Source: an optimization exercise on an open RTL-to-GDS flow (aim: small area, a short achievable clock period and few clock cycles). Production flows keep margins and buffers that such runs may drop.
At most, simulation tests tie the RTL to the original design; equivalence was not proved.
The RTL of run 2 was laid out without a check of its function.
No activity file was given, so power comes from the tool's default toggle rates.

`design/flow/flow/run.sh`:
```
#!/bin/bash
# Standard layout with two changes:
#  - the port buffers are made from the smallest plain buffer cell;
#  - the synthesis maps the logic with an area-oriented ABC script (flow/abc_area_deep.script)
#    in place of ORFS's speed script. Everything else in the synthesis is the standard flow's own script
#    (synth_recipe.tcl), so the registers and their names are those of the standard synthesis.
set -euo pipefail
here=$(pwd)
export BUFFER_PORTS_ARGS="-buffer_cell sky130_fd_sc_hd__buf_1"
export MY_ABC_SCRIPT="$here/flow/abc_area_deep.script"
{
  cat <<'EOT'
proc abc {args} {
  set i [lsearch -exact $args -script]
  if {$i >= 0} { lset args [expr {$i + 1}] $::env(MY_ABC_SCRIPT) }
  yosys abc {*}$args
}
EOT
  cat "$here/synth_recipe.tcl"
} > "$here/my_synth.tcl"
sed "s#$here/synth_recipe.tcl#$here/my_synth.tcl#g" standard.sh > my_standard.sh
grep -q my_synth.tcl my_standard.sh
bash my_standard.sh > standard.log 2>&1
```
`design/flow/flow/abc_area_deep.script`:
```
strash
&get -n
&st
&dc2
&dch -f
&nf -a -R 1000
&st
&dc2
&dch -f
&nf -a -R 1000
&put
```
`design/flow/standard.sh`:
```
#!/bin/bash
# synth_recipe.tcl (not shown) runs the flow's synth.tcl, then flattens the netlist and writes it again
# the make line also repeats each setting of config.mk as NAME=value (left out here)
make -C /OpenROAD-flow-scripts/flow DESIGN_CONFIG=/design/flow/config.mk WORK_HOME=/design/flow/orfs CLKGATE_MAP_FILE= SYNTH_SCRIPT=/design/flow/synth_recipe.tcl "${@:-finish}"
```
`design/flow/config.mk`:
```
export PLATFORM = sky130hd
export DESIGN_NAME = sdio_host_seq
export DESIGN_NICKNAME = sdio_host_seq
export VERILOG_FILES = /design/flow/design.v
export SDC_FILE = /design/flow/constraint.sdc
export NUM_CORES = 4
export LEC_CHECK = 0
export CAP_MARGIN = 20
export CORE_MARGIN = 2
export CORE_UTILIZATION = 40
export SETUP_SLACK_MARGIN = 4.0
export SLEW_MARGIN = 20
```
`design/flow/constraint.sdc`:
```
create_clock -name core_clock -period 8.0 [get_ports {clk}]
set_input_delay 1.6000 -clock core_clock [delete_from_list [all_inputs] [get_ports {clk}]]
set_output_delay 1.6000 -clock core_clock [all_outputs]
set_load 0.01 [all_outputs]
```
`design/flow/design.v`:
```
module sdio_host_seq (
    input  wire        clk,
    input  wire        rst,           
    input  wire        gpio_irq,      
    input  wire        req_valid,
    output wire        req_ready,
    input  wire [3:0]  req_op,
    input  wire [31:0] req_arg0,
    input  wire [31:0] req_arg1,
    output wire        rsp_valid,
    output wire [2:0]  rsp_code,
    output reg  [31:0] rsp_value,
    output wire        cmd_valid,
    input  wire        cmd_ready,
    output reg         cmd_kind,      
    output reg  [31:0] cmd_arg,
    output reg         cmd_reg,       
    output wire [31:0] cmd_off,       
    output wire [31:0] cmd_wdata,     
    input  wire        bus_rsp_valid,
    input  wire        bus_rsp_fail,
    input  wire [7:0]  bus_rsp_data,
    input  wire [31:0] bus_rsp_word
);
    localparam [3:0] OP_INIT    = 4'd0,  OP_DEINIT  = 4'd1,  OP_RDREG  = 4'd2,
                     OP_WRREG   = 4'd3,  OP_BLKRD   = 4'd4,  OP_BLKWR  = 4'd5,
                     OP_STATUS  = 4'd6,  OP_CLEAR   = 4'd7,  OP_PEND   = 4'd8,
                     OP_SYNC    = 4'd9,
                     OP_RESET   = 4'd12, OP_ISINIT  = 4'd13, OP_SUSP   = 4'd14,
                     OP_RESUME  = 4'd15;
    localparam [2:0] RC_OK = 3'd0, RC_TRANSPORT = 3'd1, RC_NOT_READY = 3'd2,
                     RC_UNSUPPORTED = 3'd3, RC_TOO_MANY = 3'd4, RC_REFUSED = 3'd5;
    localparam [1:0] VAR_UNKNOWN = 2'd0, VAR_A = 2'd1, VAR_B = 2'd2;
    localparam [31:0] CHIP_ID_MASK = 32'hFFFFF000,
                      CHIP_ID_PAT_A = 32'h00100000, CHIP_ID_PAT_B = 32'h00300000;
    localparam [4:0] T_W0     = 5'd0,  T_W1     = 5'd1,  T_W2     = 5'd2,
                     T_SBRD   = 5'd3,  T_SBWR   = 5'd4,  T_REGRD  = 5'd5,
                     T_REGWR  = 5'd6,  T_XA     = 5'd7,  T_XB     = 5'd8,
                     T_N1     = 5'd9,  T_N2LO   = 5'd10, T_N2HI   = 5'd11,
                     T_N3     = 5'd12, T_POLL   = 5'd13, T_N5LO   = 5'd14,
                     T_N5HI   = 5'd15, T_N6     = 5'd16, T_C0     = 5'd17,
                     T_C1     = 5'd18, T_FLG    = 5'd19, T_STS    = 5'd20,
                     T_CLA    = 5'd21, T_CLB0   = 5'd22, T_CLB1   = 5'd23,
                     T_RST    = 5'd24;
    localparam [1:0] AW_REGRD = 2'd0, AW_REGWR = 2'd1, AW_XA = 2'd2, AW_XB = 2'd3;
    localparam [1:0] CAP_NONE = 2'd0, CAP_BYTE = 2'd1, CAP_RMW = 2'd3;
    reg        pend;         
    reg        wc;           
    reg        wf;           
    reg        wd;           
    reg        dn;           
    reg [2:0]  code;
    reg [4:0]  step;         
    reg [1:0]  aw;           
    reg [1:0]  cap;
    reg        cw;           
    reg        h_bs_set;     
    reg [1:0]  h_variant;
    reg        h_gpio;
    reg [3:0]  h_nint;
    reg        h_init;
    reg [3:0]  op;
    reg        rs;           
    reg        dir;          
    reg        ovf;          
    reg [1:0]  k;            
    reg [1:0]  polls;
    reg        vs_w;         
    reg        vs_d;         
    reg        vs_p;         
    reg        vs_s;         
    reg [23:0] a;            
    reg [31:0] word;         
    wire [8:0] nblk  = word[17:9];    
    wire [6:0] nleft = word[8:2];     
    wire v    = bus_rsp_valid;
    wire f    = bus_rsp_fail;
    wire wt   = wc | wf | wd;
    wire fin  = v & (wf | (f & (wc | wd)));         
    assign cmd_valid = pend | (wc & v & ~f);
    assign rsp_valid = dn | fin;
    assign req_ready = ~(pend | wt) | fin;
    assign rsp_code  = {code[2:1], code[0] | (wt & f)};
    wire take = cmd_valid & cmd_ready;
    wire acc  = req_valid & req_ready;
    function [31:0] sb_word(input rw, input [2:0] fn, input raw, input [16:0] addr,
                            input [7:0] data);
        sb_word = {rw, fn, raw, 1'b0, addr, 1'b0, data};
    endfunction
    function [31:0] blk_word(input rw, input [2:0] fn, input bm, input [16:0] addr,
                             input [8:0] count);
        blk_word = {rw, fn, bm, 1'b1, addr, count};
    endfunction
    function [15:0] fix_addr(input chipid, input [1:0] kk);
        if (chipid) fix_addr = 16'h1000;
        else case (kk)
            2'd0:    fix_addr = 16'h1428;
            2'd1:    fix_addr = 16'h1408;
            2'd2:    fix_addr = 16'h1A00;
            default: fix_addr = 16'h1A84;
        endcase
    endfunction
    function [2:0] rmw_first(input [1:0] variant, input gpio);
        if (variant == VAR_B)  rmw_first = {1'b1, 2'd0};
        else if (gpio)         rmw_first = {1'b1, 2'd1};
        else                   rmw_first = {1'b0, 2'd0};
    endfunction
    function [2:0] rmw_after(input [1:0] kk, input gpio, input [3:0] n);
        case (kk)
            2'd0:    rmw_after = {gpio, 2'd1};
            2'd1:    rmw_after = {1'b1, 2'd2};
            2'd2:    rmw_after = {(n > 4'd5), 2'd3};
            default: rmw_after = {1'b0, 2'd0};
        endcase
    endfunction
    function [31:0] rmw_val(input [1:0] kk, input [3:0] n, input [31:0] w);
        integer i;
        begin
            rmw_val = w;
            case (kk)
                2'd0: rmw_val[8] = 1'b0;
                2'd1: rmw_val[8] = 1'b1;
                2'd2: for (i = 0; i < 5; i = i + 1)
                          if (i < n) rmw_val[27 + i] = 1'b1;
                default: for (i = 0; i < 3; i = i + 1)
                          if (i + 5 < n) rmw_val[i] = 1'b1;
            endcase
        end
    endfunction
    wire [2:0] xfn   = dir ? 3'd1 : 3'd0;
    wire [16:0] xadr = dir ? 17'd0 : 17'h10F;
    wire [7:0]  clr_a = {a[7:5], h_gpio ? a[4:0] : 5'd0};
    wire [15:0] fa    = fix_addr(op == OP_INIT, k);
    wire [23:0] wa    = cw ? {8'd0, fa} : a;
    assign cmd_wdata = word;
    assign cmd_off   = {14'd0, (step == T_XB) ? nblk : 9'd0, 9'd0};
    always @(*) begin
        cmd_kind  = 1'b0;
        cmd_reg   = 1'b0;
        case (step)
            T_W0:    cmd_arg = sb_word(1'b1, 3'd0, 1'b0, 17'h10C, wa[7:0]);
            T_W1:    cmd_arg = sb_word(1'b1, 3'd0, 1'b0, 17'h10D, wa[15:8]);
            T_W2:    cmd_arg = sb_word(1'b1, 3'd0, 1'b0, 17'h10E, wa[23:16]);
            T_SBRD:  cmd_arg = sb_word(1'b0, 3'd0, 1'b0, {13'h000F, a[3:0]}, 8'h00);
            T_SBWR:  cmd_arg = sb_word(1'b1, 3'd0, 1'b0, {13'h000F, a[3:0]}, word[7:0]);
            T_REGRD: begin
                cmd_kind = 1'b1;
                cmd_reg  = 1'b1;
                cmd_arg  = blk_word(1'b0, 3'd0, 1'b0, 17'h10F, 9'd4);
            end
            T_REGWR: begin
                cmd_kind = 1'b1;
                cmd_reg  = 1'b1;
                cmd_arg  = blk_word(1'b1, 3'd0, 1'b0, 17'h10F, 9'd4);
            end
            T_XA: begin
                cmd_kind = 1'b1;
                cmd_arg  = blk_word(op[0], xfn, 1'b1, xadr, nblk);
            end
            T_XB: begin
                cmd_kind = 1'b1;
                cmd_arg  = blk_word(op[0], xfn, 1'b0, xadr, {nleft, 2'b00});
            end
            T_N1:    cmd_arg = sb_word(1'b1, 3'd0, 1'b0, 17'h100, 8'h80);
            T_N2LO:  cmd_arg = sb_word(1'b1, 3'd0, 1'b0, 17'h010, 8'h00);
            T_N2HI:  cmd_arg = sb_word(1'b1, 3'd0, 1'b0, 17'h011, 8'h02);
            T_N3:    cmd_arg = sb_word(1'b1, 3'd0, 1'b0, 17'h002, 8'h02);
            T_POLL:  cmd_arg = sb_word(1'b0, 3'd0, 1'b0, 17'h003, 8'h00);
            T_N5LO:  cmd_arg = sb_word(1'b1, 3'd0, 1'b0, 17'h110, 8'h00);
            T_N5HI:  cmd_arg = sb_word(1'b1, 3'd0, 1'b0, 17'h111, 8'h02);
            T_N6:    cmd_arg = sb_word(1'b1, 3'd0, 1'b0, 17'h004, 8'h03);
            T_C0:    cmd_arg = sb_word(1'b0, 3'd0, 1'b0, 17'h0F2, 8'h00);
            T_C1:    cmd_arg = sb_word(1'b0, 3'd0, 1'b0, 17'h0F3, 8'h00);
            T_FLG:   cmd_arg = sb_word(1'b0, 3'd0, 1'b0,
                                       (h_variant == VAR_A) ? 17'h0F7 : 17'h0FE, 8'h00);
            T_STS:   cmd_arg = sb_word(1'b0, 3'd1, 1'b0, 17'h004, 8'h00);
            T_CLA:   cmd_arg = sb_word(1'b1, 3'd0, 1'b0, 17'h0F8, clr_a);
            T_CLB0:  cmd_arg = sb_word(1'b1, 3'd0, 1'b0, 17'h0FE, {3'd0, a[4:0]});
            T_CLB1:  cmd_arg = sb_word(1'b1, 3'd0, 1'b0, 17'h0F1, {5'd0, a[7:5]});
            T_RST:   cmd_arg = sb_word(1'b1, 3'd0, 1'b1, 17'h006, 8'h08);
            default: cmd_arg = 32'd0;
        endcase
    end
    wire [7:0] d = bus_rsp_data;
    wire       fs_g  = vs_s & h_gpio;
    wire       fs_a  = fs_g & (h_variant == VAR_A);
    wire       fs_s  = vs_s & ~h_gpio;
    wire [4:0] flags = {(fs_a & d[4]) | (fs_s & d[5]),
                        (fs_g & d[3]) | (fs_s & d[4]),
                        (fs_g & d[2]) | (fs_s & d[3]),
                        (fs_g & d[1]) | (fs_s & d[2]),
                        vs_s & d[0]};
    wire [15:0] held = vs_s ? {word[7:0], word[15:8]} :
                       vs_p ? {8'd0, word[7:0]} :
                       (vs_w | vs_d) ? 16'd0 : {15'd0, h_init};
    always @(*) begin
        rsp_value = ({32{vs_w}} & bus_rsp_word) |
                    {11'd0, flags, ({8{vs_p}} & d), ({8{vs_d}} & d)} |
                    {16'd0, held};
    end
    wire        q_dir_reg = (req_arg0[31:4] == 28'h000000F);
    wire        q_dir_x   = (req_arg0 == 32'd0);
    wire        q_up      = (req_arg1[1:0] != 2'd0);            
    wire        q_xfer    = (req_op[3:1] == 3'b010);
    wire [15:0] q_sz      = req_arg1[17:2] + {15'd0, q_up & q_xfer};   
    wire [29:0] q_word    = {req_arg1[31:18], q_sz};            
    wire        q_hi      = (req_arg1[31:18] != 14'd0) || (q_up && (&req_arg1[17:2]));
    wire        q_ovf     = q_hi;                               
    wire        q_lo1     = &req_arg1[8:2];
    wire        q_lo0     = ~|req_arg1[8:2];
    wire        q_hasa    = (req_arg1[31:9] != 23'd0) || (q_lo1 && q_up);    
    wire        q_hasb    = !((q_lo0 && !q_up) || (q_lo1 && q_up));          
    wire        q_zero    = (req_arg1 == 32'd0);                            
    wire [4:0]  q_mlo     = req_arg0[4:0];
    wire [2:0]  q_mhi     = req_arg0[7:5];
    wire [2:0]  q_rmw0    = rmw_first(h_variant, h_gpio);
    wire [2:0]  r_rmw0    = rmw_first(h_variant, h_gpio);
    wire [2:0]  r_rmwn    = rmw_after(k, h_gpio, h_nint);
    wire [31:0] chip      = bus_rsp_word & CHIP_ID_MASK;
    always @(posedge clk) begin
        if (rst) begin
            pend      <= 1'b0;
            wc        <= 1'b0;
            wf        <= 1'b0;
            wd        <= 1'b0;
            dn        <= 1'b0;
            h_bs_set  <= 1'b0;
            h_variant <= VAR_UNKNOWN;
            h_gpio    <= gpio_irq;
            h_nint    <= 4'd0;
            h_init    <= 1'b0;
        end else begin
            dn <= 1'b0;
            if (wt && v) begin
                wc <= 1'b0;
                wf <= 1'b0;
                wd <= 1'b0;
                if (wc && !f) pend <= 1'b1;    
                case (cap)
                    CAP_BYTE: word[15:0] <= {word[7:0], d};
                    CAP_RMW: word       <= rmw_val(k, h_nint, bus_rsp_word);
                    default: ;
                endcase
                if (wd && !f) begin
                    case (step)
                        T_POLL: begin
                            polls <= polls + 2'd1;
                            if (d[1]) begin
                                step <= T_N5LO;
                                pend <= 1'b1;
                            end else if (polls == 2'd2) begin
                                code <= RC_NOT_READY;
                                dn   <= 1'b1;
                            end else begin
                                pend <= 1'b1;
                            end
                        end
                        T_N6: begin    
                            if (h_variant == VAR_UNKNOWN) begin
                                code <= RC_UNSUPPORTED;
                                dn   <= 1'b1;
                            end else begin
                                h_bs_set <= 1'b1;
                                h_init   <= 1'b1;
                                if (op == OP_RESUME && r_rmw0[2]) begin
                                    k    <= r_rmw0[1:0];
                                    cw   <= 1'b1;
                                    aw   <= AW_REGRD;
                                    step <= T_W0;
                                    pend <= 1'b1;
                                end else begin
                                    code <= RC_OK;
                                    dn   <= 1'b1;
                                end
                            end
                        end
                        default: begin    
                            dn <= 1'b1;
                            if (chip == CHIP_ID_PAT_A || chip == CHIP_ID_PAT_B) begin
                                h_variant <= (chip == CHIP_ID_PAT_A) ? VAR_A : VAR_B;
                                h_bs_set  <= 1'b1;
                                h_init    <= 1'b1;
                                code      <= RC_OK;
                            end else begin
                                code      <= RC_UNSUPPORTED;
                            end
                        end
                    endcase
                end
            end
            if (take) begin
                pend <= 1'b0;
                code <= RC_OK;
                cap  <= CAP_NONE;
                wc   <= 1'b1;
                case (step)
                    T_W0: step <= T_W1;
                    T_W1: step <= T_W2;
                    T_W2: begin
                        case (aw)
                            AW_REGRD: step <= T_REGRD;
                            AW_REGWR: step <= T_REGWR;
                            AW_XA: begin
                                if (ovf) begin
                                    wc   <= 1'b0;
                                    wf   <= 1'b1;
                                    code <= RC_TRANSPORT;
                                end else begin
                                    step <= T_XA;
                                end
                            end
                            default: step <= T_XB;
                        endcase
                    end
                    T_REGRD: begin
                        if (op == OP_RDREG) begin
                            wc <= 1'b0;
                            wf <= 1'b1;
                        end else if (op == OP_INIT) begin
                            wc <= 1'b0;
                            wd <= 1'b1;
                        end else begin
                            cap  <= CAP_RMW;
                            aw   <= AW_REGWR;
                            step <= T_W0;
                        end
                    end
                    T_REGWR: begin
                        if (op == OP_WRREG || !r_rmwn[2]) begin
                            wc <= 1'b0;
                            wf <= 1'b1;
                        end else begin
                            k    <= r_rmwn[1:0];
                            cw   <= 1'b1;
                            aw   <= AW_REGRD;
                            step <= T_W0;
                        end
                    end
                    T_XA: begin
                        if (nleft == 7'd0) begin
                            wc <= 1'b0;
                            wf <= 1'b1;
                        end else if (dir) begin
                            step <= T_XB;
                        end else begin
                            a[23:9] <= a[23:9] + {6'd0, nblk};
                            aw      <= AW_XB;
                            step    <= T_W0;
                        end
                    end
                    T_N1:   step <= T_N2LO;
                    T_N2LO: step <= T_N2HI;
                    T_N2HI: step <= T_N3;
                    T_N3:   step <= T_POLL;
                    T_POLL: begin
                        wc <= 1'b0;
                        wd <= 1'b1;
                    end
                    T_N5LO: step <= T_N5HI;
                    T_N5HI: step <= T_N6;
                    T_N6: begin
                        if (rs) begin
                            wc <= 1'b0;
                            wd <= 1'b1;
                        end else begin
                            aw   <= AW_REGRD;
                            step <= T_W0;
                        end
                    end
                    T_C0: begin
                        cap  <= CAP_BYTE;
                        step <= T_C1;
                    end
                    T_C1: begin
                        if (op == OP_PEND) begin
                            wc <= 1'b0;
                            wf <= 1'b1;
                        end else begin
                            cap  <= CAP_BYTE;
                            step <= h_gpio ? T_FLG : T_STS;
                        end
                    end
                    T_CLB0: begin
                        if (a[7:5] != 3'd0) begin
                            step <= T_CLB1;
                        end else begin
                            wc <= 1'b0;
                            wf <= 1'b1;
                        end
                    end
                    default: begin    
                        wc <= 1'b0;
                        wf <= 1'b1;
                    end
                endcase
            end
            if (acc) begin
                op   <= req_op;
                vs_w <= (req_op == OP_RDREG) & ~q_dir_reg;
                vs_d <= (req_op == OP_RDREG) & q_dir_reg;
                vs_p <= (req_op == OP_PEND);
                vs_s <= (req_op == OP_STATUS);
                a    <= req_arg0[23:0];
                word <= {q_word, req_arg1[1:0]};
                ovf  <= q_ovf;
                rs   <= req_op[3] | req_arg0[0];               
                polls <= 2'd0;
                cw   <= (req_op == OP_INIT) | (req_op == OP_RESUME) | (req_op == OP_SYNC);
                dir  <= q_xfer ? q_dir_x : q_dir_reg;
                aw   <= {q_xfer, q_xfer ? ~q_hasa : (req_op[0] & ~req_op[3])};
                case (req_op)
                    OP_INIT, OP_RESUME: begin
                        h_init <= 1'b0;
                        step   <= T_N1;
                        pend   <= 1'b1;
                    end
                    OP_DEINIT: begin
                        h_init <= 1'b0;
                        code   <= RC_OK;
                        dn     <= 1'b1;
                    end
                    OP_RDREG, OP_WRREG: begin
                        step <= q_dir_reg ? (req_op[0] ? T_SBWR : T_SBRD) : T_W0;
                        pend <= 1'b1;
                    end
                    OP_BLKRD, OP_BLKWR: begin
                        if (!h_bs_set) begin
                            code <= RC_TRANSPORT;
                            dn   <= 1'b1;
                        end else if (q_zero) begin
                            code <= RC_OK;
                            dn   <= 1'b1;
                        end else if (!q_dir_x) begin
                            step <= T_W0;
                            pend <= 1'b1;
                        end else if (q_hasa && q_ovf) begin
                            code <= RC_TRANSPORT;
                            dn   <= 1'b1;
                        end else begin
                            step <= q_hasa ? T_XA : T_XB;
                            pend <= 1'b1;
                        end
                    end
                    OP_STATUS, OP_PEND: begin
                        if (!req_op[3] && h_gpio && h_variant == VAR_UNKNOWN) begin
                            code <= RC_REFUSED;
                            dn   <= 1'b1;
                        end else begin
                            step <= T_C0;
                            pend <= 1'b1;
                        end
                    end
                    OP_CLEAR: begin
                        code      <= RC_OK;
                        if (h_variant == VAR_A) begin
                            if (q_mhi != 3'd0 || (h_gpio && q_mlo != 5'd0)) begin
                                step <= T_CLA;
                                pend <= 1'b1;
                            end else begin
                                dn   <= 1'b1;
                            end
                        end else if (h_variant == VAR_B) begin
                            if (h_gpio && q_mlo != 5'd0) begin
                                step <= T_CLB0;
                                pend <= 1'b1;
                            end else if (q_mhi != 3'd0) begin
                                step <= T_CLB1;
                                pend <= 1'b1;
                            end else begin
                                dn   <= 1'b1;
                            end
                        end else begin
                            code <= RC_REFUSED;
                            dn   <= 1'b1;
                        end
                    end
                    OP_SYNC: begin
                        if (req_arg0[31:4] != 28'd0 || (req_arg0[3] && req_arg0[2:0] != 3'd0)) begin
                            code <= RC_TOO_MANY;
                            dn   <= 1'b1;
                        end else if (h_variant == VAR_UNKNOWN) begin
                            code <= RC_REFUSED;
                            dn   <= 1'b1;
                        end else begin
                            h_nint <= req_arg0[3:0];
                            if (q_rmw0[2]) begin
                                k    <= q_rmw0[1:0];
                                step <= T_W0;
                                pend <= 1'b1;
                            end else begin
                                code <= RC_OK;
                                dn   <= 1'b1;
                            end
                        end
                    end
                    OP_RESET, OP_SUSP: begin
                        h_init <= 1'b0;
                        step   <= T_RST;
                        pend   <= 1'b1;
                    end
                    OP_ISINIT: begin
                        code <= RC_OK;
                        dn   <= 1'b1;
                    end
                    default: begin    
                        code <= RC_REFUSED;
                        dn   <= 1'b1;
                    end
                endcase
            end
        end
    end
endmodule
```
==> impl_metrics.toml, run 1 <==
[status]
status = "timing/DRC/antenna clean"

[clock_network]
htreeDepth = 3
root_buffer = "clkbuf_16"
clk_latency_ns = 0.37
cts_buffer_depth = 2
cts_tree = "yes"
cts_buffers = 9
clk_pin_slew_ns = 0.08
clkSinkCount = 98
cts_hold_buf = 0

[finish]
drive_above_1_share = 0.112
fill_cells = 1897
multi_input_area_mm2 = 0.00488
nets = 1347
final_util = 0.513
regArea_mm2 = 0.00281
area_delta_synth_final_pct = 26.0

[global_routing]
antenna_found_initial = 0
track_usage = 0.322
grt_pass1_vias = 8103
grt_start_max_net_pins = 56
globalRouteOverflowTotal = 0
grt_pass1_wl_mm = 49.0

[routing]
drc = 0
drt_first_pass_iters = 8
dr_total_vias = 8959
drt-wirelength-per-cell_um = 23.2
dr.first_iter.drc_count = 1123
finalWirelength_mm = 33.6
drtAntennaViolNets = 0
vias_per_cell = 6.19

[logic_synthesis]
synth_compound_area_frac = 0.234
syn_avg_cell_area_um2 = 8.10
synth_top_family_by_area = "simple AND/OR/NAND/NOR gates"
synth_edf_count = 85
synthSimpleGateAreaFrac = 0.276
ys_warn_count = 1
synthAdderAreaFrac = 0.0420
async_flop_share = 0
syn_area_mm2 = 0.00762
synthDistinctLibCells = 55
synth_xor_area_frac = 0.0195
yosysTopAreaCell = "edfxtp_1"
synth-main-ff-cell = "edfxtp_1"
synth.ff_latch_count = 98
yosysTopAreaCellShare = 0.335
ys_top_cells_by_area = "edfxtp_1 (34%), nand2_1 (7.5%), a21oi_1 (5.4%)"
synth_mux_area_frac = 0.00263
syn_inst = 941
ys_seq_area_frac = 0.369

[place]
dp_hpwl_mm = 25.5
port_buffers = 217
finalWeightedCongestion = 0.944

[sta]
tightestPinTransition_ns = 0.829
clock.fmax_mhz = 247
hold_viol = 0
report.final.slew_viol_count = 0
finalCritPeriodShare = 0.507
worst_clock_skew_ns = 0.00811
setup_tns_ns = 0
maxSlewHeadroom = 0.443
finalSetupViolCount = 0
grt_setup_unrepaired = "yes"
fin_crit_ns = 4.05

[die]
die_h_um = 142
core_area_mm2 = 0.0187
num_rows = 50
io_pins = 251
start_util = 0.407
die_x_um = 142
dieArea_mm2 = 0.0202

[power_and_ir_drop]
p_leak_nw = 3.49
irDropWorstVdd_v = 0.000108
p_sw_w = 0.000579
pwr-share-seq = 0.419
intPower_w = 0.000985
p_clk_frac = 0.277
combinationalPowerShare = 0.304
swShare = 0.370
powerDensity_mw_per_mm2 = 163

[worst_setup_path]
crit_path_max_fanout = 6
arrival_ns = 2.45
startpoint = "step[4]$_DFFE_PN_"
critical_path_class = "register to output pin"
cp-end-kind = "output pin"
startpoint_type = "register"
required_ns = 6.40
r2r_start = "step[4]$_DFFE_PN_"

[min_path]
min-delay-start = "wd$_SDFF_PP0_"
min_path_type = "register to register"

[flow_run]
maxCapViolCount = 0
[power groups by stage]
stage	clock network, W	logic, W	registers [W]
6_report	0.000434	0.000475	0.000655
2_1_floorplan	0	0.000253	0.000652
5_1_grt	0.000451	0.000518	0.000656
3_3_place_gp	0	0.000399	0.000672
4_1_cts	0.000434	0.000432	0.000653
3_5_place_dp	0	0.000399	0.000671
[critical path, cell delays in order, from the launching register on]
cell and delay, ns:
edfxtp_1 0.57, buf_6 0.23, nand2_8 0.08, nor2_4 0.05, o211ai_1 0.34, o21ai_4 0.13, a222oi_1 0.31, nand3_1 0.19
buf_2 0.19
[path summary, 6_finish.rpt]
path / endpoint / slack, ns / cells after the start
setup / recovery: cmd_arg[4] / 3.95 / 8
hold / removal: wd$_SDFF_PP0_ / 0.50 / 2
setup reg to reg: step[4]$_DFFE_PN_ / 4.18 / 13
hold reg to reg: wd$_SDFF_PP0_ / 0.50 / 2
[synth_stat cells, types with 9 or more instances]
cell      number
nand3_1       30
a21o_1        10
nor2_1       101
o21ai_0       64
and3_1        20
clkinv_1      41
nor2b_1        9
nor3_1        39
ha_1          24
nand2_1      153
a222oi_1      21
nor4_1        26
dfxtp_1       13
nand4_1       15
a31oi_1       13
buf_4         37
xor2_1        13
o22ai_1       10
a21oi_1       82
and2_0        19
edfxtp_1      85
[metrics by stage]
| stage | instance area (µm²) | std cells | hold slack (ns) | setup WS, ns | power [W] |
|---|---|---|---|---|---|
| after detailed placement | 8640 | 1394 | 0.477 | 3.10 | 0.00107 |
| after floorplan | 7760 | 973 | 0.453 | 4.05 | 0.000905 |
| after global routing | 9600 | 1446 | 0.520 | 3.81 | 0.00163 |
| after CTS | 9220 | 1428 | 0.491 | 3.94 | 0.00152 |
| final | 9600 | 1447 | 0.496 | 3.95 | 0.00156 |
| after global placement | 8640 | 1394 | 0.482 | 3.15 | 0.00107 |
[layout by cell type, fill, tap and decap left out, types with 6 or more instances in the layout]
cell type  count
a221o_1        7
nor2b_1        6
a22oi_1        7
o211ai_1       6
xor2_1        13
o31ai_1        7
clkinv_1      37
and3_1        19
a21o_1        10
nand3_1       29
a222oi_1      21
dfxtp_1       13
edfxtp_1      85
buf_4         40
nor3_1        32
or3_1          6
o22ai_1        9
conb_1        33
a31oi_1       13
ha_1          24
buf_1        206
clkbuf_16      9
buf_2          6
nor2_4        10
a21oi_1       79
nand2_1      139
or2_0          6
a32oi_1        7
and2_0        18
o21ai_0       58
nand4_1       15
nand2_2        9
nor4_1        21
nor2_1        86
[sequential cells by signal, summed over array words and instances (netlist names), 2 cells and up]
name	count
k	2
op	4
step	5
aw	2
h_nint	4
h_variant	2
cap	2
code	3
polls	2
word	32
a	24
[kinds of logic (layout without fill, tap and decap cells)]
logic type,count (synthesis),after routing
DFF,98,98
buffers and inverters,78,317
other,1,34
and+or+nand+nor,447,447
xor gates and xnor gates,17,17
muxes,2,2
AOI/OAI and AO/OA,273,273
adders and majority gates,25,25
[per-layer routing]
metal	routed length, µm	vias up	part of all wire	track usage
met5	0	-	0	0
met4	1050	0	0.031	0.106
met3	3170	87	0.094	0.0464
met2	15200	594	0.45	0.510
met1	14200	4227	0.42	0.455
li1	-	4051	-	-
[layout make-up]
| type | count | area share |
|---|---|---|
| Antenna cell | 1 | 0.000261 |
| Multi-Input combinational cell | 797 | 0.508 |
| Timing Repair Buffer | 260 | 0.123 |
| Sequential cell | 98 | 0.293 |
| Inverter | 41 | 0.0163 |
| Clock buffer | 9 | 0.0235 |
| Clock inverter | 7 | 0.00560 |
| Tap cell | 234 | 0.0305 |
[repair_timing]
action	CTS	global route
setup buffers	18	17
gates resized for setup	47	76
cloned	0	1
hold endpoints to repair	0	0
pin swaps	10	13
endpoints found under the setup margin	54	83
Testbench counts, summed over its fixed seeds: cycles 13,179.
==> run 2, diff against run 1 <==
--- a/design/flow/design.v
+++ b/design/flow/design.v
@@ -35,7 +35,7 @@
                       CHIP_ID_PAT_A = 32'h00100000, CHIP_ID_PAT_B = 32'h00300000;
     localparam [4:0] T_W0     = 5'd0,  T_W1     = 5'd1,  T_W2     = 5'd2,
                      T_SBRD   = 5'd3,  T_SBWR   = 5'd4,  T_REGRD  = 5'd5,
-                     T_REGWR  = 5'd6,  T_XA     = 5'd7,  T_XB     = 5'd8,
+                     T_REGWR  = 5'd6,  T_X      = 5'd7,   
                      T_N1     = 5'd9,  T_N2LO   = 5'd10, T_N2HI   = 5'd11,
                      T_N3     = 5'd12, T_POLL   = 5'd13, T_N5LO   = 5'd14,
                      T_N5HI   = 5'd15, T_N6     = 5'd16, T_C0     = 5'd17,
@@ -65,10 +65,6 @@
     reg        ovf;          
     reg [1:0]  k;            
     reg [1:0]  polls;
-    reg        vs_w;         
-    reg        vs_d;         
-    reg        vs_p;         
-    reg        vs_s;         
     reg [23:0] a;            
     reg [31:0] word;         
     wire [8:0] nblk  = word[17:9];    
@@ -133,7 +129,7 @@
     wire [15:0] fa    = fix_addr(op == OP_INIT, k);
     wire [23:0] wa    = cw ? {8'd0, fa} : a;
     assign cmd_wdata = word;
-    assign cmd_off   = {14'd0, (step == T_XB) ? nblk : 9'd0, 9'd0};
+    assign cmd_off   = {14'd0, aw[0] ? nblk : 9'd0, 9'd0};
     always @(*) begin
         cmd_kind  = 1'b0;
         cmd_reg   = 1'b0;
@@ -153,13 +149,9 @@
                 cmd_reg  = 1'b1;
                 cmd_arg  = blk_word(1'b1, 3'd0, 1'b0, 17'h10F, 9'd4);
             end
-            T_XA: begin
+            T_X: begin
                 cmd_kind = 1'b1;
-                cmd_arg  = blk_word(op[0], xfn, 1'b1, xadr, nblk);
-            end
-            T_XB: begin
-                cmd_kind = 1'b1;
-                cmd_arg  = blk_word(op[0], xfn, 1'b0, xadr, {nleft, 2'b00});
+                cmd_arg  = blk_word(op[0], xfn, ~aw[0], xadr, aw[0] ? {nleft, 2'b00} : nblk);
             end
             T_N1:    cmd_arg = sb_word(1'b1, 3'd0, 1'b0, 17'h100, 8'h80);
             T_N2LO:  cmd_arg = sb_word(1'b1, 3'd0, 1'b0, 17'h010, 8'h00);
@@ -182,6 +174,10 @@
         endcase
     end
     wire [7:0] d = bus_rsp_data;
+    wire       vs_w  = (op == OP_RDREG) & ~dir;    
+    wire       vs_d  = (op == OP_RDREG) & dir;     
+    wire       vs_p  = (op == OP_PEND);            
+    wire       vs_s  = (op == OP_STATUS);          
     wire       fs_g  = vs_s & h_gpio;
     wire       fs_a  = fs_g & (h_variant == VAR_A);
     wire       fs_s  = vs_s & ~h_gpio;
@@ -306,10 +302,10 @@
                                     wf   <= 1'b1;
                                     code <= RC_TRANSPORT;
                                 end else begin
-                                    step <= T_XA;
+                                    step <= T_X;
                                 end
                             end
-                            default: step <= T_XB;
+                            default: step <= T_X;
                         endcase
                     end
                     T_REGRD: begin
@@ -336,12 +332,12 @@
                             step <= T_W0;
                         end
                     end
-                    T_XA: begin
-                        if (nleft == 7'd0) begin
+                    T_X: begin
+                        if (aw[0] || nleft == 7'd0) begin
                             wc <= 1'b0;
                             wf <= 1'b1;
                         end else if (dir) begin
-                            step <= T_XB;
+                            aw <= AW_XB;
                         end else begin
                             a[23:9] <= a[23:9] + {6'd0, nblk};
                             aw      <= AW_XB;
@@ -396,10 +392,6 @@
             end
             if (acc) begin
                 op   <= req_op;
-                vs_w <= (req_op == OP_RDREG) & ~q_dir_reg;
-                vs_d <= (req_op == OP_RDREG) & q_dir_reg;
-                vs_p <= (req_op == OP_PEND);
-                vs_s <= (req_op == OP_STATUS);
                 a    <= req_arg0[23:0];
                 word <= {q_word, req_arg1[1:0]};
                 ovf  <= q_ovf;
@@ -437,7 +429,7 @@
                             code <= RC_TRANSPORT;
                             dn   <= 1'b1;
                         end else begin
-                            step <= q_hasa ? T_XA : T_XB;
+                            step <= T_X;
                             pend <= 1'b1;
                         end
                     end
==> impl_metrics.toml, run 2 <==
[status]
status = "timing/DRC/antenna clean"

[worst_setup_path]
worst_r2r_endpoint = "step[1]$_DFFE_PN_"
slowest_stage = "edfxtp_1"
startpoint = "step[2]$_DFFE_PN_"
critPathCapture = "cmd_arg[1]"
cp_num_buf_inv = 3
required_ns = 6.40
crit_path_max_fanout = 8
r2r_setup_slack_ns = 4.13
arrival_ns = 2.41
startpoint_type = "register"
worstPathCellList = "buf_4 -> buf_4 -> nand2_1 -> nor2_1 -> o21ai_1 -> nand3_1 -> a221oi_1 -> nand3_1 -> buf_1"
slowest_delay_ns = 0.46
r2r_start = "k[0]$_DFFE_PN_"
reg2reg_depth = 15
cp_top_family = "simple AND/OR/NAND/NOR gates"
critical_path_class = "register to output pin"
cp-end-kind = "output pin"
cp.depth = 9

[finish]
area_delta_synth_final_pct = 27.1
largest_reg_flops = 32
regMostFlops = "word"
fill_cells = 1827
n_antenna_cell = 0
nets = 1320
final_common_cell = "buf_1"
reg_top3 = "word x32, a x24, step x5"
drive_above_1_share = 0.112
final_cell_mix = "buf_1 (203), nand2_1 (129), nor2_1 (90), edfxtp_1 (81), a21oi_1 (67)"
postLayoutCellArea_mm2 = 0.00939

[logic_synthesis]
yosysMostFrequentCell = "nand2_1"
syn_area_mm2 = 0.00739
yosysTopAreaCellShare = 0.329
ys_warn_count = 1
synth-main-ff-cell = "edfxtp_1"
syn_inst = 915
syn_avg_cell_area_um2 = 8.07
ys_seq_area_frac = 0.364
synth.ff_latch_count = 94
synth_commonest_cells = "nand2_1 (138), nor2_1 (99), edfxtp_1 (81)"
synthDistinctLibCells = 56
yosysTopAreaCell = "edfxtp_1"
synth_edf_count = 81
async_flop_share = 0
ys_top_cells_by_area = "edfxtp_1 (33%), nand2_1 (7.0%), nor2_1 (5.0%)"

[sta]
worst_clock_skew_ns = 0.0149
clock.fmax_mhz = 249
finalSetupViolCount = 0
setup_tns_ns = 0
finalWorstSetupSlack_ns = 3.99
report.final.slew_viol_count = 0
tightestPinTransition_ns = 1.06
grt_setup_unrepaired = "yes"
maxSlewHeadroom = 0.292
fin_crit_ns = 4.01
hold_viol = 0
finalCritPeriodShare = 0.502

[flow_run]
maxCapViolCount = 0

[die]
io_pins = 251
dieArea_mm2 = 0.0196
die_h_um = 140
die_x_um = 140
core_area_mm2 = 0.0180
start_util = 0.410
num_rows = 49

[place]
dp_slack_ns = 3.38
finalWeightedCongestion = 0.951
dpl_cell_area_mm2 = 0.00846
port_buffers = 217
dp_hpwl_mm = 23.3

[power_and_ir_drop]
irDropWorstVdd_v = 0.000111
powerDensity_mw_per_mm2 = 157
p_leak_nw = 3.41

[min_path]
min_path_type = "register to register"

[routing]
vias_per_cell = 6.21
drt-wirelength-per-cell_um = 22.2
drc = 0
dr_total_vias = 8803
drtAntennaViolNets = 0
finalWirelength_mm = 31.5
dr.first_iter.drc_count = 1033
drt_first_pass_iters = 8

[clock_network]
cts_buffer_depth = 2
cts_tree = "yes"
root_buffer = "clkbuf_16"
clk_pin_slew_ns = 0.06
cts_buffers = 9
htreeDepth = 3
clkSinkCount = 94
clk_latency_ns = 0.36

[global_routing]
globalRouteOverflowTotal = 0
grt_start_max_net_pins = 58
track_usage = 0.306
antenna_found_initial = 0
grt_pass1_vias = 8055
grt_pass1_wl_mm = 46.5
==> run 2: cell types whose count changed in the layout (fill, tap and decap cells not counted), sizes merged, moves of 6 or more <==
cell	previous run	this run
and3	20	11
and2	19	26
o21ai	64	52
nor2b	9	16
a22oi	7	22
a211oi	2	10
a21oi	82	68
a222oi	21	15
nand2	153	138
==> run 2: how the worst min path moves through the flow <==
stage	from	endpoint	slack (ns)	cells after the start
floorplan	wf$_SDFF_PP0_	wf$_SDFF_PP0_	0.44	2
global placement	h_variant[0]$_SDFFE_PP0P_	h_variant[0]$_SDFFE_PP0P_	0.49	2
CTS	h_variant[0]$_SDFFE_PP0P_	h_variant[0]$_SDFFE_PP0P_	0.50	2
finish	wf$_SDFF_PP0_	wf$_SDFF_PP0_	0.50	2
detailed placement	h_variant[0]$_SDFFE_PP0P_	h_variant[0]$_SDFFE_PP0P_	0.49	2
global route	h_variant[0]$_SDFFE_PP0P_	h_variant[0]$_SDFFE_PP0P_	0.53	2
==> run 2: area by class of cell <==
class,instances,area [µm²],area share
inverter,43,164,0.0175
tap,229,287,0.0305
multi-input combinational,774,4700,0.500
clock inverter,7,72.6,0.00773
timing repair buffer,262,1250,0.133
sequential,94,2690,0.287
clock buffer,9,225,0.0240
==> run 2: logic make-up (layout without fill, tap and decap cells) <==
| kind of cell | after synthesis | in the layout | synth area share |
|---|---|---|---|
| flops | 94 | 94 | 0.364 |
| other cells | 1 | 33 | 0.000508 |
| fa+ha+maj | 21 | 21 | 0.0366 |
| compound gates | 261 | 261 | 0.234 |
| xor+xnor | 13 | 13 | 0.0154 |
| buf+inv | 80 | 321 | 0.0594 |
| mux | 1 | 1 | 0.00135 |
| simple gates | 444 | 445 | 0.288 |
==> run 2: worst register-to-register path, delay by kind of cell (launching register included) <==
family | cells | cell delay [ns]
buffers and inverters | 1 | 0.12
AOI/OAI and AO/OA | 7 | 1.63
and+or+nand+nor | 6 | 1.14
adders and majority gates | 1 | 0.27
DFF | 1 | 0.46
==> run 2: timing repair <==
item	CTS	global route
hold buffers	0	0
endpoints found under the setup margin	61	37
pin swaps	3	17
buffers inserted	16	19
gates cloned	1	0
gates resized for setup	36	82
==> run 2: through the flow <==
stage / cells / hold WS (ns) / total power [W] / utilization
floorplan: 947 / 0.441 / 0.000836 / -
global placement: 1366 / 0.488 / 0.000977 / 0.469
detailed placement: 1366 / 0.490 / 0.000977 / 0.470
CTS: 1399 / 0.503 / 0.00144 / 0.500
global route: 1418 / 0.529 / 0.00153 / 0.521
finish: 1418 / 0.504 / 0.00148 / 0.521
==> run 2: per-layer routing <==
metal	GRT usage	up-vias	part of all wire
met5	0	-	0
met4	0.118	0	0.037
met3	0.0557	96	0.096
met2	0.498	592	0.46
met1	0.406	4138	0.40
li1	-	3977	-
==> run 2: power by group <==
group	leakage [nW]	switching (W)	total [W]	internal [W]
logic	2.40	0.000258	0.000403	0.000145
registers	0.871	0.0000428	0.000619	0.000576
clock network	0.142	0.000211	0.000455	0.000243
total	3.41	0.000512	0.00148	0.000964
==> run 3, diff against run 2 <==
--- a/design/flow/design.v
+++ b/design/flow/design.v
@@ -60,11 +60,11 @@
     reg [3:0]  h_nint;
     reg        h_init;
     reg [3:0]  op;
-    reg        rs;           
     reg        dir;          
-    reg        ovf;          
     reg [1:0]  k;            
-    reg [1:0]  polls;
+    wire       ovf   = k[0];
+    wire [1:0] polls = k;
+    wire       rs    = dir;  
     reg [23:0] a;            
     reg [31:0] word;         
     wire [8:0] nblk  = word[17:9];    
@@ -240,7 +240,7 @@
                 if (wd && !f) begin
                     case (step)
                         T_POLL: begin
-                            polls <= polls + 2'd1;
+                            k <= polls + 2'd1;
                             if (d[1]) begin
                                 step <= T_N5LO;
                                 pend <= 1'b1;
@@ -394,11 +394,11 @@
                 op   <= req_op;
                 a    <= req_arg0[23:0];
                 word <= {q_word, req_arg1[1:0]};
-                ovf  <= q_ovf;
-                rs   <= req_op[3] | req_arg0[0];               
-                polls <= 2'd0;
+                k    <= (req_op == OP_SYNC) ? q_rmw0[1:0] : {1'b0, q_xfer & q_ovf};
                 cw   <= (req_op == OP_INIT) | (req_op == OP_RESUME) | (req_op == OP_SYNC);
-                dir  <= q_xfer ? q_dir_x : q_dir_reg;
+                dir  <= q_xfer ? q_dir_x :
+                        (req_op == OP_INIT || req_op == OP_RESUME) ? (req_op[3] | req_arg0[0]) :
+                        q_dir_reg;
                 aw   <= {q_xfer, q_xfer ? ~q_hasa : (req_op[0] & ~req_op[3])};
                 case (req_op)
                     OP_INIT, OP_RESUME: begin
@@ -476,7 +476,6 @@
                         end else begin
                             h_nint <= req_arg0[3:0];
                             if (q_rmw0[2]) begin
-                                k    <= q_rmw0[1:0];
                                 step <= T_W0;
                                 pend <= 1'b1;
                             end else begin
--- a/design/flow/config.mk
+++ b/design/flow/config.mk
@@ -8,5 +8,5 @@
 export CAP_MARGIN = 20
 export CORE_MARGIN = 2
 export CORE_UTILIZATION = 40
-export SETUP_SLACK_MARGIN = 4.0
+export SETUP_SLACK_MARGIN = 3.8
 export SLEW_MARGIN = 20
==> impl_metrics.toml, run 3 <==
[sta]
tightestPinTransition_ns = 1.04
finalCritPeriodShare = 0.528
clock.fmax_mhz = 237
grt_setup_unrepaired = "yes"
worst_clock_skew_ns = 0.0122
fin_hold_ws_ns = 0.529
finalSetupViolCount = 0
setup_tns_ns = 0
fin_crit_ns = 4.22
report.final.slew_viol_count = 0
maxSlewHeadroom = 0.301
hold_viol = 0

[logic_synthesis]
synth_xor_area_frac = 0.0217
synth_edf_count = 77
synth_commonest_cells = "nand2_1 (129), nor2_1 (100), edfxtp_1 (77)"
synthAdderAreaFrac = 0.0355
syn_area_mm2 = 0.00727
synth_top_family_by_area = "simple AND/OR/NAND/NOR gates"
ys_warn_count = 1
ys_seq_area_frac = 0.354
syn_avg_cell_area_um2 = 8.03
ys_top_cells_by_area = "edfxtp_1 (32%), nand2_1 (6.7%), nor2_1 (5.2%)"
yosysTopAreaCellShare = 0.318
yosysMostFrequentCell = "nand2_1"
synth_mux_area_frac = 0.00275
synth_compound_area_frac = 0.243
syn_inst = 906
synth.ff_latch_count = 90
synthDistinctLibCells = 61
yosysTopAreaCell = "edfxtp_1"
synth-main-ff-cell = "edfxtp_1"
async_flop_share = 0
synthSimpleGateAreaFrac = 0.287

[die]
io_pins = 251
dieArea_mm2 = 0.0193
die_x_um = 139
num_rows = 49
die_h_um = 139
core_area_mm2 = 0.0179
start_util = 0.406

[global_routing]
globalRouteOverflowTotal = 0
grt_pass1_wl_mm = 44.4
antenna_found_initial = 0
grt_pass1_vias = 7736
track_usage = 0.295
grt_start_max_net_pins = 46

[finish]
final_cell_mix = "buf_1 (216), nand2_1 (127), nor2_1 (93), edfxtp_1 (77), a21oi_1 (71)"
multi_input_area_mm2 = 0.00457
largest_reg_flops = 32
regArea_mm2 = 0.00257
instances_no_fill = 1385
drive_above_1_share = 0.0510
regMostFlops = "word"
final_util = 0.494
nets = 1286
reg_top3 = "word x32, a x24, step x5"
fill_cells = 1778
n_antenna_cell = 0
final_common_cell = "buf_1"
area_delta_synth_final_pct = 21.8

[routing]
vias_per_cell = 6.20
drtAntennaViolNets = 0
dr.first_iter.drc_count = 911
drt-wirelength-per-cell_um = 21.5
finalWirelength_mm = 29.8
drc = 0
drt_first_pass_iters = 8
dr_total_vias = 8591

[status]
status = "timing/DRC/antenna clean"

[place]
port_buffers = 217
finalWeightedCongestion = 0.974
dp.cells = 1354
dp_hpwl_mm = 22.7

[clock_network]
cts_buffer_depth = 2
cts_buffers = 9
clk_pin_slew_ns = 0.08
root_buffer = "clkbuf_16"
cts_tree = "yes"
htreeDepth = 3
cts_hold_buf = 0
clkSinkCount = 90
clk_latency_ns = 0.36

[power_and_ir_drop]
p_leak_nw = 3.09
powerDensity_mw_per_mm2 = 161
p_total_w = 0.00142
irDropWorstVdd_v = 0.000105

[worst_setup_path]
startpoint_type = "register"
crit_path_max_fanout = 7
required_ns = 6.40
arrival_ns = 2.62
critical_path_class = "register to output pin"
cp-end-kind = "output pin"

[flow_run]
maxCapViolCount = 0

[min_path]
min_path_type = "register to register"
## run 3: worst paths after layout
check	start	slack, ns	endpoint	cells after the start
min	h_variant[0]$_SDFFE_PP0P_	0.53	h_variant[0]$_SDFFE_PP0P_	2
max	step[3]$_DFFE_PN_	3.78	cmd_arg[3]	8
max reg2reg	k[0]$_DFFE_PN_	4.09	step[0]$_DFFE_PN_	16
min reg2reg	h_variant[0]$_SDFFE_PP0P_	0.53	h_variant[0]$_SDFFE_PP0P_	2
## run 3: cell type report
class	instances	share of cell area
Multi-Input combinational cell	777	0.516
Sequential cell	90	0.291
Timing Repair Buffer	238	0.111
Tap cell	229	0.0324
Clock buffer	10	0.0283
Inverter	35	0.0148
Clock inverter	6	0.00650
## run 3: cells by family after synthesis
kind of cell,Yosys count
compound gates,271
xor+xnor,18
fa+ha+maj,20
buf+inv,72
flops,90
mux,2
other cells,1
simple gates,432
## run 3: layer usage
metal | GRT usage | vias to the layer above | share of wire
li1 | - | 3891 | -
met1 | 0.395 | 4009 | 0.40
met2 | 0.470 | 607 | 0.46
met3 | 0.0618 | 84 | 0.10
met4 | 0.115 | 0 | 0.036
met5 | 0 | - | 0
## run 3: worst max-delay path, stage by stage (launching register included)
cell and delay, ns:
edfxtp_1 0.47, buf_4 0.21, nor2_1 0.33, nand2_1 0.24, nor2_1 0.38, o211ai_1 0.14
o21ai_0 0.13, nand3b_1 0.19, buf_1 0.17
## run 3: report_power, final
group,leakage (nW),switching [W],total [W],internal [W]
Sequential,0.836,0.0000428,0.000595,0.000552
Clock,0.149,0.000214,0.000450,0.000236
Combinational,2.10,0.000247,0.000376,0.000129
## run 3: what timing repair did
item / in CTS / in global routing
setup endpoints to repair: 45 / 34
buffers inserted: 13 / 1
resized for setup: 9 / 19
pin swaps: 1 / 4
gates cloned: 1 / 0
## run 3: metrics by stage
step / area, µm² / worst slack, ns
floorplan: 7410 / 3.84
global placement: 8300 / 3.42
detailed placement: 8310 / 3.36
CTS: 8760 / 3.77
global route: 8850 / 3.75
finish: 8850 / 3.78
Testbench counts of run 3, summed over its fixed seeds: cycles 13,179.
==> run 4, diff against run 3 <==
--- a/design/flow/config.mk
+++ b/design/flow/config.mk
@@ -8,5 +8,5 @@
 export CAP_MARGIN = 20
 export CORE_MARGIN = 2
 export CORE_UTILIZATION = 40
-export SETUP_SLACK_MARGIN = 3.8
+export SETUP_SLACK_MARGIN = 4.2
 export SLEW_MARGIN = 20
==> impl_metrics.toml, run 4 <==
[clock_network]
htreeDepth = 3
cts_buffers = 9
cts_hold_buf = 0
clk_latency_ns = 0.36
clkSinkCount = 90
clk_pin_slew_ns = 0.07
cts_buffer_depth = 2
cts_tree = "yes"
root_buffer = "clkbuf_16"

[die]
io_pins = 251
core_area_mm2 = 0.0179
die_x_um = 139
num_rows = 49
start_util = 0.406
die_h_um = 139
dieArea_mm2 = 0.0193

[sta]
clock.fmax_mhz = 253
worst_clock_skew_ns = 0.0127
fin_crit_ns = 3.95
grt_setup_unrepaired = "yes"
report.final.slew_viol_count = 0
setup_tns_ns = 0
finalWorstSetupSlack_ns = 4.05
finalCritPeriodShare = 0.493
hold_viol = 0
maxSlewHeadroom = 0.340
finalSetupViolCount = 0
tightestPinTransition_ns = 0.989

[finish]
drive_above_1_share = 0.180
final_cell_mix = "buf_1 (174), nand2_1 (123), nor2_1 (82), edfxtp_1 (77), buf_4 (70)"
final_util = 0.551
area_delta_synth_final_pct = 35.6
regMostFlops = "word"
reg_top3 = "word x32, a x24, step x5"
instances_no_fill = 1446
largest_reg_flops = 32
final_common_cell = "buf_1"
nets = 1346

[status]
status = "timing/DRC/antenna clean"

[logic_synthesis]
syn_area_mm2 = 0.00727
ys_warn_count = 1
syn_inst = 906
ys_top_cells_by_area = "edfxtp_1 (32%), nand2_1 (6.7%), nor2_1 (5.2%)"
synth_commonest_cells = "nand2_1 (129), nor2_1 (100), edfxtp_1 (77)"
synth-main-ff-cell = "edfxtp_1"
ys_seq_area_frac = 0.354
synthDistinctLibCells = 61
yosysTopAreaCell = "edfxtp_1"
synth_edf_count = 77
synth.ff_latch_count = 90
async_flop_share = 0
yosysMostFrequentCell = "nand2_1"
syn_avg_cell_area_um2 = 8.03
yosysTopAreaCellShare = 0.318

[place]
port_buffers = 217
dp.cells = 1352
finalWeightedCongestion = 1.07
dp_slack_ns = 3.58
dp_hpwl_mm = 22.7

[power_and_ir_drop]
powerDensity_mw_per_mm2 = 152
irDropWorstVdd_v = 0.000107
p_leak_nw = 3.66

[min_path]
min_path_type = "register to register"
hold_depth = 2

[global_routing]
antenna_found_initial = 1
grt_pass1_vias = 7970
grt_start_max_net_pins = 61
track_usage = 0.307
globalRouteOverflowTotal = 0
grt_pass1_wl_mm = 46.4

[routing]
drt-wirelength-per-cell_um = 21.7
dr.first_iter.drc_count = 1070
drtAntennaViolNets = 0
finalWirelength_mm = 31.4
drt_first_pass_iters = 7
dr_total_vias = 8876
drc = 0
vias_per_cell = 6.14

[worst_setup_path]
crit_path_max_fanout = 4
worst_r2r_endpoint = "step[0]$_DFFE_PN_"
r2r_start = "k[0]$_DFFE_PN_"
reg2reg_depth = 17
startpoint_type = "input pin"
required_ns = 6.40
startpoint = "bus_rsp_data[1]"
arrival_ns = 2.35
cp-end-kind = "output pin"
critical_path_class = "input pin to output pin"
critPathCapture = "rsp_value[17]"
r2r_setup_slack_ns = 4.35

[flow_run]
maxCapViolCount = 0
-- run 4: cell counts after synthesis --
No cell type changed its count.
-- run 4: logic make-up after synthesis --
kind of cell               Yosys count  share of synthesized area
AOI/OAI and AO/OA                  271                      0.243
adders and majority gates           20                     0.0355
other                                1                   0.000516
xor gates and xnor gates            18                     0.0217
buffers and inverters               72                     0.0563
muxes                                2                    0.00275
DFF                                 90                      0.354
and+or+nand+nor                    432                      0.287
-- run 4: worst min-delay path by stage --
| stage | slack, ns | startpoint | endpoint |
|---|---|---|---|
| final | 0.53 | h_variant[0]$_SDFFE_PP0P_ | h_variant[0]$_SDFFE_PP0P_ |
| after global routing | 0.55 | h_variant[0]$_SDFFE_PP0P_ | h_variant[0]$_SDFFE_PP0P_ |
| after CTS | 0.53 | h_variant[0]$_SDFFE_PP0P_ | h_variant[0]$_SDFFE_PP0P_ |
| after detailed placement | 0.50 | wf$_SDFF_PP0_ | wf$_SDFF_PP0_ |
| after global placement | 0.51 | wd$_SDFF_PP0_ | wd$_SDFF_PP0_ |
| after floorplan | 0.46 | h_init$_SDFF_PP0_ | h_init$_SDFF_PP0_ |
-- run 4: cell type report --
class                      instances  area (µm²)
inverter                          35         138
antenna                            1        2.50
fill                            1714        8040
timing repair buffer             298        1660
clock inverter                     4        36.3
clock buffer                      12         289
multi-input combinational        777        4880
tap                              229         287
sequential                        90        2570
-- run 4: critical path, cell delays in order --
cell and delay [ns]:
buf_12 0.11, buf_4 0.13, buf_8 0.11, a32oi_1 0.18, nand2_1 0.06, buf_2 0.14
-- run 4: layer usage --
metal,share of wire,vias to the layer above,GRT usage
li1,-,4010,-
met1,0.38,4113,0.413
met2,0.46,638,0.494
met3,0.11,115,0.0515
met4,0.044,0,0.125
met5,0,-,0
-- run 4: through the flow --
stage / power [W] / instance area (µm²) / hold WS [ns]
6_report: 0.00150 / 9860 / 0.531
5_1_grt: 0.00156 / 9860 / 0.547
4_1_cts: 0.00146 / 9390 / 0.526
3_5_place_dp: 0.000953 / 8320 / 0.505
3_3_place_gp: 0.000956 / 8320 / 0.515
2_1_floorplan: 0.000816 / 7440 / 0.456
-- run 4: power breakdown --
part	leakage (nW)	internal (W)	total [W]	switching, W
logic	2.67	0.000170	0.000442	0.000272
registers	0.836	0.000552	0.000594	0.0000416
clock network	0.158	0.000261	0.000466	0.000205
total	3.66	0.000984	0.00150	0.000519
-- run 4: what timing repair did --
action	CTS	global route
setup endpoints to repair	71	63
resized for setup	118	75
pin swaps	27	25
gates cloned	1	0
buffers inserted	47	29
==> run 5, diff against run 4 <==
==> design/flow/flow/abc_area_deep.script (replaced) <==
strash
&get -n
&st
&dc2
&dch -f
&nf -a -R 1000
&st
&dc2
&dch -f
&nf -a -R 1000
&st
&dc2
&dch -f
&nf -a -R 1000
&put
--- a/design/flow/config.mk
+++ b/design/flow/config.mk
@@ -8,5 +8,5 @@
 export CAP_MARGIN = 20
 export CORE_MARGIN = 2
 export CORE_UTILIZATION = 40
-export SETUP_SLACK_MARGIN = 4.2
+export SETUP_SLACK_MARGIN = 4.0
 export SLEW_MARGIN = 20
==> impl_metrics.toml, run 5 <==
[power_and_ir_drop]
intPower_w = 0.000902
powerDensity_mw_per_mm2 = 155
p_clk_frac = 0.297
p_leak_nw = 3.22
swShare = 0.357
p_sw_w = 0.000500
irDropWorstVdd_v = 0.000103
combinationalPowerShare = 0.279
pwr-share-seq = 0.424

[routing]
vias_per_cell = 6.07
dr_total_vias = 8552
dr.first_iter.drc_count = 1071
drt_first_pass_iters = 9
drc = 0
drtAntennaViolNets = 0
drt-wirelength-per-cell_um = 21.7
finalWirelength_mm = 30.5

[die]
start_util = 0.405
die_h_um = 139
dieArea_mm2 = 0.0192
num_rows = 49
io_pins = 251
die_x_um = 139
core_area_mm2 = 0.0179

[logic_synthesis]
ys_warn_count = 1
syn_area_mm2 = 0.00725
ys_seq_area_frac = 0.355
ys_top_cells_by_area = "edfxtp_1 (32%), nand2_1 (7.7%), nor2_1 (5.4%)"
syn_avg_cell_area_um2 = 7.93
synth.ff_latch_count = 90
yosysTopAreaCell = "edfxtp_1"
yosysTopAreaCellShare = 0.319
synth_commonest_cells = "nand2_1 (148), nor2_1 (105), edfxtp_1 (77)"
async_flop_share = 0
syn_inst = 915
synth_edf_count = 77
synthDistinctLibCells = 56
yosysMostFrequentCell = "nand2_1"
synth-main-ff-cell = "edfxtp_1"

[sta]
worst_clock_skew_ns = 0.0146
report.final.slew_viol_count = 0
finalCritPeriodShare = 0.510
grt_setup_unrepaired = "yes"
hold_viol = 0
finalSetupViolCount = 0
maxSlewHeadroom = 0.345
fin_crit_ns = 4.08
tightestPinTransition_ns = 0.983
setup_tns_ns = 0
clock.fmax_mhz = 245

[finish]
final_util = 0.505
regMostFlops = "word"
nets = 1309
largest_reg_flops = 32
final_common_cell = "buf_1"
reg_top3 = "word x32, a x24, step x5"
drive_above_1_share = 0.0916
regArea_mm2 = 0.00257
final_cell_mix = "buf_1 (202), nand2_1 (143), nor2_1 (91), edfxtp_1 (77), a21oi_1 (63)"
fill_cells = 1902
postLayoutCellArea_mm2 = 0.00904
n_antenna_cell = 0
multi_input_area_mm2 = 0.00462
area_delta_synth_final_pct = 24.7

[global_routing]
antenna_found_initial = 0
grt_start_max_net_pins = 62
grt_pass1_wl_mm = 45.2
globalRouteOverflowTotal = 0
track_usage = 0.302
grt_pass1_vias = 7850

[worst_setup_path]
critical_path_class = "input pin to output pin"
startpoint_type = "input pin"
cp-end-kind = "output pin"
crit_path_max_fanout = 2
required_ns = 6.40
arrival_ns = 2.48

[clock_network]
cts_buffers = 9
root_buffer = "clkbuf_16"
clk_latency_ns = 0.36
clkSinkCount = 90
cts_buffer_depth = 2
htreeDepth = 3
clk_pin_slew_ns = 0.07
cts_tree = "yes"

[place]
dp_hpwl_mm = 23.2
dpl_cell_area_mm2 = 0.00830
finalWeightedCongestion = 0.959
port_buffers = 217

[flow_run]
maxCapViolCount = 0

[min_path]
min_path_type = "register to register"

[status]
status = "timing/DRC/antenna clean"
run 5: cell types whose count changed after synthesis, moves of 4 or more:
cell | before | now
a22oi_1 | 26 | 21
nor2_1 | 100 | 105
nor3_1 | 33 | 40
a211oi_1 | 6 | 2
o21ai_0 | 62 | 55
o31ai_1 | 6 | 10
o22ai_1 | 14 | 18
nand2_1 | 129 | 148
and2_0 | 31 | 27
a21oi_1 | 71 | 67
a31oi_1 | 11 | 7
run 5: routing by layer:
layer / up-vias / global-route usage / part of all wire
met5: - / 0 / 0
met4: 0 / 0.0920 / 0.027
met3: 65 / 0.0525 / 0.10
li1: 3919 / - / -
met2: 561 / 0.493 / 0.46
met1: 4007 / 0.411 / 0.41
run 5: worst max-delay path, stage by stage:
cell	delay (ns)
buf_8	0.10
a222oi_1	0.49
clkinv_1	0.13
buf_2	0.16
run 5: logic make-up after synthesis:
family          count (synthesis)  synth area share
buf+inv                        74            0.0575
simple gates                  459             0.301
mux                             2           0.00276
flops                          90             0.355
compound gates                251             0.226
fa+ha+maj                      20            0.0355
xor+xnor                       18            0.0217
other cells                     1          0.000517
run 5: power groups by stage:
| stage | sequential [W] | clock, W | combinational (W) |
|---|---|---|---|
| 5_1_grt | 0.000597 | 0.000439 | 0.000427 |
| 6_report | 0.000594 | 0.000417 | 0.000392 |
| 3_3_place_gp | 0.000608 | 0 | 0.000350 |
| 3_5_place_dp | 0.000607 | 0 | 0.000349 |
| 2_1_floorplan | 0.000593 | 0 | 0.000221 |
| 4_1_cts | 0.000592 | 0.000421 | 0.000371 |
run 5: repair_timing:
item                       in CTS  in global routing
buffers inserted               14                 14
gates resized for setup        35                 50
hold buffers                    0                  0
setup endpoints to repair      55                 59
pin swaps                       4                 10
run 5: worst paths after layout:
path	cells past startpoint	startpoint	end	slack (ns)
worst max register to register	12	k[0]$_DFFE_PN_	step[4]$_DFFE_PN_	4.47
worst max-delay path	4	bus_rsp_word[8]	rsp_value[8]	3.92
worst min-delay path	2	h_bs_set$_SDFFE_PP0P_	h_bs_set$_SDFFE_PP0P_	0.49
worst min register to register	2	h_bs_set$_SDFFE_PP0P_	h_bs_set$_SDFFE_PP0P_	0.49
run 5: per-stage QoR:
stage	power (W)	setup slack, ns	cells	hold slack (ns)
6_report	0.00140	3.92	1408	0.486
3_3_place_gp	0.000958	3.39	1364	0.481
4_1_cts	0.00138	3.92	1394	0.490
5_1_grt	0.00146	3.86	1408	0.532
3_5_place_dp	0.000956	3.37	1364	0.481
2_1_floorplan	0.000814	4.01	947	0.434
run 5: layout make-up:
| class | instances | area share |
|---|---|---|
| clock inverter | 7 | 0.00581 |
| tap | 229 | 0.0317 |
| multi-input combinational | 783 | 0.511 |
| clock buffer | 9 | 0.0249 |
| timing repair buffer | 253 | 0.127 |
| sequential | 90 | 0.285 |
| inverter | 37 | 0.0154 |
==> run 6, diff against run 5 <==
==> design/flow/flow/abc_area_deep.script (replaced) <==
strash
&get -n
&st
&dc2
&dch -f
&nf -a -R 1000
&st
&dc2
&dch -f
&nf -a -R 1000
&put
==> impl_metrics.toml, run 6 <==
[clock_network]
cts_buffers = 9
htreeDepth = 3
root_buffer = "clkbuf_16"
cts_tree = "yes"
cts_hold_buf = 0
clk_latency_ns = 0.37
clk_pin_slew_ns = 0.08
clkSinkCount = 90
cts_buffer_depth = 2

[die]
core_area_mm2 = 0.0179
dieArea_mm2 = 0.0193
die_h_um = 139
num_rows = 49
die_x_um = 139
io_pins = 251
start_util = 0.406

[routing]
dr_total_vias = 8548
drtAntennaViolNets = 0
drc = 0
drt_first_pass_iters = 5
vias_per_cell = 6.13
drt-wirelength-per-cell_um = 21.5
finalWirelength_mm = 30.0
dr.first_iter.drc_count = 886

[sta]
report.final.slew_viol_count = 0
clock.fmax_mhz = 248
finalSetupViolCount = 0
finalWorstSetupSlack_ns = 3.97
finalCritPeriodShare = 0.503
setup_tns_ns = 0
hold_viol = 0
tightestPinTransition_ns = 0.865
fin_crit_ns = 4.03
grt_setup_unrepaired = "yes"
maxSlewHeadroom = 0.424
worst_clock_skew_ns = 0.0162

[logic_synthesis]
ys_seq_area_frac = 0.354
ys_top_cells_by_area = "edfxtp_1 (32%), nand2_1 (6.7%), nor2_1 (5.2%)"
yosysTopAreaCell = "edfxtp_1"
syn_area_mm2 = 0.00727
async_flop_share = 0
synth.ff_latch_count = 90
yosysMostFrequentCell = "nand2_1"
synth-main-ff-cell = "edfxtp_1"
synthDistinctLibCells = 61
synth_edf_count = 77
syn_inst = 906
synth_commonest_cells = "nand2_1 (129), nor2_1 (100), edfxtp_1 (77)"
ys_warn_count = 1
syn_avg_cell_area_um2 = 8.03
yosysTopAreaCellShare = 0.318

[worst_setup_path]
worst_r2r_endpoint = "step[0]$_DFFE_PN_"
r2r_setup_slack_ns = 4.14
crit_path_max_fanout = 5
slowest_stage = "a222oi_1"
startpoint = "bus_rsp_data[2]"
worstPathCellList = "buf_2 -> a222oi_1 -> clkinv_1 -> buf_1"
arrival_ns = 2.43
slowest_delay_ns = 0.39
r2r_start = "k[0]$_DFFE_PN_"
reg2reg_depth = 16
required_ns = 6.40
critPathCapture = "rsp_value[10]"
critical_path_class = "input pin to output pin"
startpoint_type = "input pin"
cp-end-kind = "output pin"

[global_routing]
globalRouteOverflowTotal = 0
grt_pass1_wl_mm = 44.9
track_usage = 0.296
antenna_found_initial = 0
grt_pass1_vias = 7834
grt_start_max_net_pins = 46

[min_path]
min_path_type = "register to register"

[finish]
fill_cells = 1830
final_common_cell = "buf_1"
area_delta_synth_final_pct = 24.0
reg_top3 = "word x32, a x24, step x5"
instances_no_fill = 1395
drive_above_1_share = 0.0849
final_util = 0.504
largest_reg_flops = 32
n_antenna_cell = 0
nets = 1296
final_cell_mix = "buf_1 (206), nand2_1 (126), nor2_1 (89), edfxtp_1 (77), a21oi_1 (69)"
regMostFlops = "word"

[power_and_ir_drop]
irDropWorstVdd_v = 0.000111
p_leak_nw = 3.17
powerDensity_mw_per_mm2 = 160
p_total_w = 0.00145

[place]
dp_slack_ns = 3.36
dp_hpwl_mm = 22.8
finalWeightedCongestion = 0.959
dp.cells = 1356
port_buffers = 217

[status]
status = "timing/DRC/antenna clean"

[flow_run]
maxCapViolCount = 0
==> run 6: final cells by class <==
cell class	instances	area [µm²]	share of cell area
multi-input combinational	776	4630	0.513
clock inverter	6	60.1	0.00666
inverter	35	135	0.0150
timing repair buffer	249	1080	0.120
clock buffer	10	250	0.0278
sequential	90	2570	0.285
tap	229	287	0.0318
==> run 6: worst min path at each step <==
stage | from | slack [ns] | to | depth (start not counted)
6_report | h_variant[0]$_SDFFE_PP0P_ | 0.53 | h_variant[0]$_SDFFE_PP0P_ | 2
5_1_grt | h_variant[0]$_SDFFE_PP0P_ | 0.57 | h_variant[0]$_SDFFE_PP0P_ | 2
4_1_cts | h_variant[0]$_SDFFE_PP0P_ | 0.53 | h_variant[0]$_SDFFE_PP0P_ | 2
3_5_place_dp | h_bs_set$_SDFFE_PP0P_ | 0.52 | h_bs_set$_SDFFE_PP0P_ | 2
3_3_place_gp | h_bs_set$_SDFFE_PP0P_ | 0.50 | h_bs_set$_SDFFE_PP0P_ | 2
2_1_floorplan | h_init$_SDFF_PP0_ | 0.46 | h_init$_SDFF_PP0_ | 2
==> run 6: per-stage QoR <==
stage          hold slack, ns  area [µm²]
3_5_place_dp            0.515        8320
2_1_floorplan           0.456        7410
3_3_place_gp            0.500        8320
5_1_grt                 0.566        9020
4_1_cts                 0.533        8830
6_report                0.532        9020
==> run 6: what timing repair did <==
| action | CTS | global route |
|---|---|---|
| endpoints found under the setup margin | 76 | 50 |
| gates resized for setup | 29 | 36 |
| pin swaps | 5 | 7 |
| setup buffers | 16 | 7 |
==> run 6: cell families after synthesis <==
logic type / after synthesis / share of synthesized area
DFF: 90 / 0.354
AOI/OAI and AO/OA: 271 / 0.243
adders and majority gates: 20 / 0.0355
muxes: 2 / 0.00275
and+or+nand+nor: 432 / 0.287
xor gates and xnor gates: 18 / 0.0217
buffers and inverters: 72 / 0.0563
other: 1 / 0.000516
==> run 6: worst max-delay path: cells and delay by family <==
family                 cells  cell delay [ns]
buffers and inverters      3             0.43
AOI/OAI and AO/OA          1             0.39
==> run 6: power by group <==
part	switching (W)	internal [W]	total, W
Sequential	0.0000403	0.000552	0.000592
Combinational	0.000255	0.000138	0.000393
Clock	0.000223	0.000238	0.000461
==> run 6: metal layers <==
layer / vias up / share of wire / GRT usage
met5: - / 0 / 0
met4: 0 / 0.034 / 0.109
met3: 78 / 0.11 / 0.0639
met2: 565 / 0.46 / 0.469
met1: 4000 / 0.40 / 0.399
li1: 3905 / - / -

Re-timed with assumed drivers on the ports (clkbuf_16 on the clock, buf_2 on other inputs), run 6 has 3.955 ns of setup slack against 3.975 ns with ideal ports, and 3.678 ns once port delays also move by the mid clock arrival of 0.409 ns.
